Source: an optimization exercise on an open RTL-to-GDS flow (aim: small area, a short achievable clock period and few clock cycles). Production flows keep margins and buffers that such runs may drop. Where RTL was checked, it was by simulation tests only, not by an equivalence proof against the original. Power is estimated from default activity; no workload was simulated.

==> module spse_unit, before the edit <==
module spse_unit (
    input  wire        clk,
    input  wire        rst_n,
    input  wire        mv_valid,
    output wire        mv_ready,
    input  wire [31:0] mv_steps,
    input  wire        smp_valid,
    output wire        smp_ready,
    input  wire [31:0] smp_ticks,
    output wire        desc_valid,
    input  wire        desc_ready,
    output wire [31:0] desc_data
);
    reg  [30:0] out;
    reg         ov;
    reg  [31:0] W;
    reg         wb, wf;
    reg  [31:0] s;
    reg         snz;           
    reg         tr, mk;
    reg         sr, mr;        
    reg         wsat, wbig;    
    reg         wlast;         
    assign desc_valid = ov;
    assign desc_data  = {1'b0, out};
    assign smp_ready  = sr;
    assign mv_ready   = mr;
    wire load = !ov || desc_ready;
    wire        t_big   = smp_ticks > 32'd32777;             
    wire        t_sat   = smp_ticks > 32'd32776;             
    wire [14:0] t_L     = t_sat ? 15'h7fff : smp_ticks[14:0] - 15'd10;
    wire [30:0] t_first = {t_L, 1'b1, 15'd10};
    wire [14:0] w_L     = wsat ? 15'h7fff : W[14:0] - 15'd10;
    wire [30:0] w_first = {w_L, 1'b1, 15'd10};
    wire        last  = wlast;
    wire [14:0] hw    = W[15:1];
    wire [14:0] d0    = hw - 15'd16388;                      
    wire [14:0] d1    = hw - (W[0] ? 15'd16388 : 15'd16389); 
    wire [30:0] cont  = last ? {d1, 1'b0, d0} : {15'h7fff, 1'b0, 15'h7fff};
    wire take  = smp_valid && sr;
    wire mv_go = mv_valid && mr;
    wire e_w     = load && wb;
    wire e_mk    = load && !wb && mk;
    wire e_first = load && take;
    wire e_tr    = load && !wb && !mk && tr && !snz;
    reg        wb_n, wf_n, snz_n, tr_n, mk_n;
    always @(*) begin
        wb_n = wb;
        wf_n = wf;
        if (take) begin
            wb_n = load ? t_big : 1'b1;
            wf_n = !load;
        end else if (e_w) begin
            if (wf) begin
                wf_n = 1'b0;
                wb_n = wbig;
            end else if (last) begin
                wb_n = 1'b0;
            end else begin
                wb_n = W != 32'd98311;                    
            end
        end
        snz_n = snz;
        tr_n  = tr;
        mk_n  = mk;
        if (mv_go) begin
            snz_n = mv_steps != 32'd0;
            tr_n  = 1'b1;
            mk_n  = tr && !e_tr;
        end else begin
            if (take)
                snz_n = s != 32'd1;
            if (e_mk)
                mk_n = 1'b0;
            if (e_tr)
                tr_n = 1'b0;
        end
    end
    always @(posedge clk) begin
        if (!rst_n) begin
            ov <= 1'b0;
            wb <= 1'b0;
            wf <= 1'b0;
            tr <= 1'b0;
            mk <= 1'b0;
            sr <= 1'b0;
            mr <= 1'b1;
        end else begin
            if (e_w)
                out <= wf ? w_first : cont;
            else if (e_first)
                out <= t_first;
            else if (e_mk || e_tr)
                out <= 31'd0;
            if (load)
                ov <= e_w || e_mk || e_first || e_tr;
            if (take) begin
                W     <= smp_ticks;
                wsat  <= t_sat;
                wbig  <= t_big;
                wlast <= smp_ticks < 32'd98311;
            end else if (e_w && !wf && !last) begin
                W     <= W - 32'd65534;
                wlast <= W < 32'd163845;                 
            end
            if (mv_go)
                s <= mv_steps;
            else if (take)
                s <= s - 32'd1;
            wb  <= wb_n;
            wf  <= wf_n;
            snz <= snz_n;
            tr  <= tr_n;
            mk  <= mk_n;
            sr  <= !wb_n && !mk_n && tr_n && snz_n;
            mr  <= !tr_n || (!snz_n && !mk_n);
        end
    end
endmodule
clock: 11.0 ns
lec_check: 0
cap_margin: 20
core_margin: 2
core_utilization: 60
cts_buf_list: sky130_fd_sc_hd__clkbuf_4 sky130_fd_sc_hd__clkbuf_8
cts_cluster_size: 30
slew_margin: 20
standard.sh (not shown) runs the stock make flow with config.mk's settings and CLKGATE_MAP_FILE= SYNTH_SCRIPT=/design/flow/synth_recipe.tcl, a recipe that flattens the netlist after the stock synthesis.
==> flow/flow/run.sh <==
#!/bin/bash
# The standard layout, with two changes to how it is made:
#  - ports are buffered with buf_1 instead of the flow's default pick
#  - timing repair aims at a setup slack margin of SETUP_MARGIN ns, so the
#    layout is optimised for a shorter period than the 11 ns constraint
#    (the constraints themselves are unchanged)
set -euo pipefail
SETUP_MARGIN=$(cat flow/setup_margin.txt)
bash standard.sh finish \
  "SETUP_SLACK_MARGIN=${SETUP_MARGIN}" \
  "BUFFER_PORTS_ARGS=-buffer_cell sky130_fd_sc_hd__buf_1" \
  > standard_make.log 2>&1
==> flow/flow/setup_margin.txt <==
7.5
The first run went through all stages and came out clean.
Testbench counts at the start, summed over its fixed seeds: cycles 2,549.
Rerun with:
--- a/flow/design.v
+++ b/flow/design.v
@@ -56,9 +56,10 @@
     wire load = !ov || desc_ready;
     wire        t_big   = smp_ticks > 32'd32777;             
     wire        t_sat   = smp_ticks > 32'd32776;             
-    wire [14:0] t_L     = t_sat ? 15'h7fff : smp_ticks[14:0] - 15'd10;
+    wire [14:0] t_sub   = smp_ticks[14:0] - 15'd10;
+    wire [14:0] t_L     = t_sat ? 15'h7fff : t_sub;
     wire [30:0] t_first = {t_L, 1'b1, 15'd10};
-    wire [14:0] w_L     = wsat ? 15'h7fff : W[14:0] - 15'd10;
+    wire [14:0] w_L     = wsat ? 15'h7fff : W[14:0];
     wire [30:0] w_first = {w_L, 1'b1, 15'd10};
     wire        last  = wlast;
     wire [14:0] hw    = W[15:1];
@@ -123,7 +124,7 @@
             if (load)
                 ov <= e_w || e_mk || e_first || e_tr;
             if (take) begin
-                W     <= smp_ticks;
+                W     <= {smp_ticks[31:15], t_sat ? smp_ticks[14:0] : t_sub};
                 wsat  <= t_sat;
                 wbig  <= t_big;
                 wlast <= smp_ticks < 32'd98311;
Outcome: Hold slack gains 0.0069 ns; critical path depth went up by 3; clock power drops by about 4%; area after synthesis went down by about 2%; first-iteration DRC count goes up by about 14%; setup slack is worse by 0.11 ns; clock skew fell by 0.0059 ns; total power is lower by about 3%.
Only the layout flow was run in the second run of this note; the RTL was not checked for function there.

---

spse_enc4 again, from the RTL that the note above started with.
Settings: LEC_CHECK=0, CAP_MARGIN=20, CORE_MARGIN=2, CORE_UTILIZATION=60, CTS_BUF_LIST=sky130_fd_sc_hd__clkbuf_4 sky130_fd_sc_hd__clkbuf_8, CTS_CLUSTER_SIZE=30, SLEW_MARGIN=20; clock period 11.0 ns.
==> flow/flow/run.sh <==
#!/bin/bash
# The standard layout, with two changes to how it is made:
#  - ports are buffered with buf_1 instead of the flow's default pick
#  - timing repair aims at a setup slack margin (ns) so that the layout is
#    optimised for a shorter period than the 11 ns constraint; the margin
#    for the repair right after synthesis and the one for the later
#    repairs (after CTS and global routing) are read from flow/margins.txt
#    (the constraints themselves are unchanged)
set -euo pipefail
read -r FP_MARGIN LATE_MARGIN < flow/margins.txt
BUF="BUFFER_PORTS_ARGS=-buffer_cell sky130_fd_sc_hd__buf_1"
bash standard.sh floorplan "SETUP_SLACK_MARGIN=${FP_MARGIN}" "$BUF" > standard_make_1.log 2>&1
bash standard.sh finish "SETUP_SLACK_MARGIN=${LATE_MARGIN}" "$BUF" > standard_make_2.log 2>&1
==> flow/flow/margins.txt <==
0 7.5
The starting point produced a clean layout.
Testbench counts at the start, summed over its fixed seeds: cycles 2,549.
Next try:
--- a/flow/design.v
+++ b/flow/design.v
@@ -54,13 +54,14 @@
     assign smp_ready  = sr;
     assign mv_ready   = mr;
     wire load = !ov || desc_ready;
     wire        t_big   = smp_ticks > 32'd32777;             
     wire        t_sat   = smp_ticks > 32'd32776;             
-    wire [14:0] t_L     = t_sat ? 15'h7fff : smp_ticks[14:0] - 15'd10;
+    wire [14:0] t_sub   = smp_ticks[14:0] - 15'd10;
+    wire [14:0] t_L     = t_sat ? 15'h7fff : t_sub;
     wire [30:0] t_first = {t_L, 1'b1, 15'd10};
-    wire [14:0] w_L     = wsat ? 15'h7fff : W[14:0] - 15'd10;
+    wire [14:0] w_L     = wsat ? 15'h7fff : W[14:0];
     wire [30:0] w_first = {w_L, 1'b1, 15'd10};
     wire        last  = wlast;
     wire [14:0] hw    = W[15:1];
     wire [14:0] d0    = hw - 15'd16388;                      
     wire [14:0] d1    = hw - (W[0] ? 15'd16388 : 15'd16389); 
@@ -121,11 +122,11 @@
             else if (e_mk || e_tr)
                 out <= 31'd0;
             if (load)
                 ov <= e_w || e_mk || e_first || e_tr;
             if (take) begin
-                W     <= smp_ticks;
+                W     <= {smp_ticks[31:15], t_sat ? smp_ticks[14:0] : t_sub};
                 wsat  <= t_sat;
                 wbig  <= t_big;
                 wlast <= smp_ticks < 32'd98311;
             end else if (e_w && !wf && !last) begin
                 W     <= W - 32'd65534;
Effect: Critical path depth rises by 3; utilization rises by 1.4 points; global-route usage falls by 1.5 points; sequential power stays flat; area after synthesis falls by 1.9%; routed wire length falls by 5.8%; setup slack degrades by 0.045 ns; cell area hardly moves; worst hold slack barely changes; total power falls by 2.3%.
No functional check of the RTL was part of the second run of this note.

-- static timing again, ports no longer ideal --
In the flow no input, the clock included, has a driving cell. The finished layouts below were timed again as built, in two steps.
Step 1 sets driving cells, clkbuf_16 on the clock port and buf_2 on the other inputs (assumed; they add their load-dependent delay and slew).
Step 2 also shifts input and output timing later by t, the mid clock arrival at the registers, as if the neighbouring blocks saw the same clock.
Slacks: no drivers / after step 1 / after step 2; pairs: no drivers / after step 1.
run | t, ns | setup slack, ns | hold WS [ns] | latest minus earliest clock arrival (ns) | worst data-port slew with drivers (ns)
the first run of note 1 | 0.706 | 7.358 / 7.376 / 6.670 | 0.532 / 0.532 / 0.532 | 0.037 / 0.036 | 0.12
the second run of note 1 | 0.690 | 7.244 / 7.243 / 6.553 | 0.539 / 0.539 / 0.539 | 0.028 / 0.028 | 0.11
the first run of note 2 | 0.705 | 7.370 / 7.381 / 6.676 | 0.543 / 0.543 / 0.543 | 0.024 / 0.024 | 0.12
the second run of note 2 | 0.700 | 7.325 / 7.335 / 6.635 | 0.545 / 0.545 / 0.545 | 0.035 / 0.035 | 0.12
After both steps every run listed still meets setup and hold. The setup slack of the first run of note 2, which loses most, moves by +0.011 ns with the drivers and by -0.694 ns with both steps.
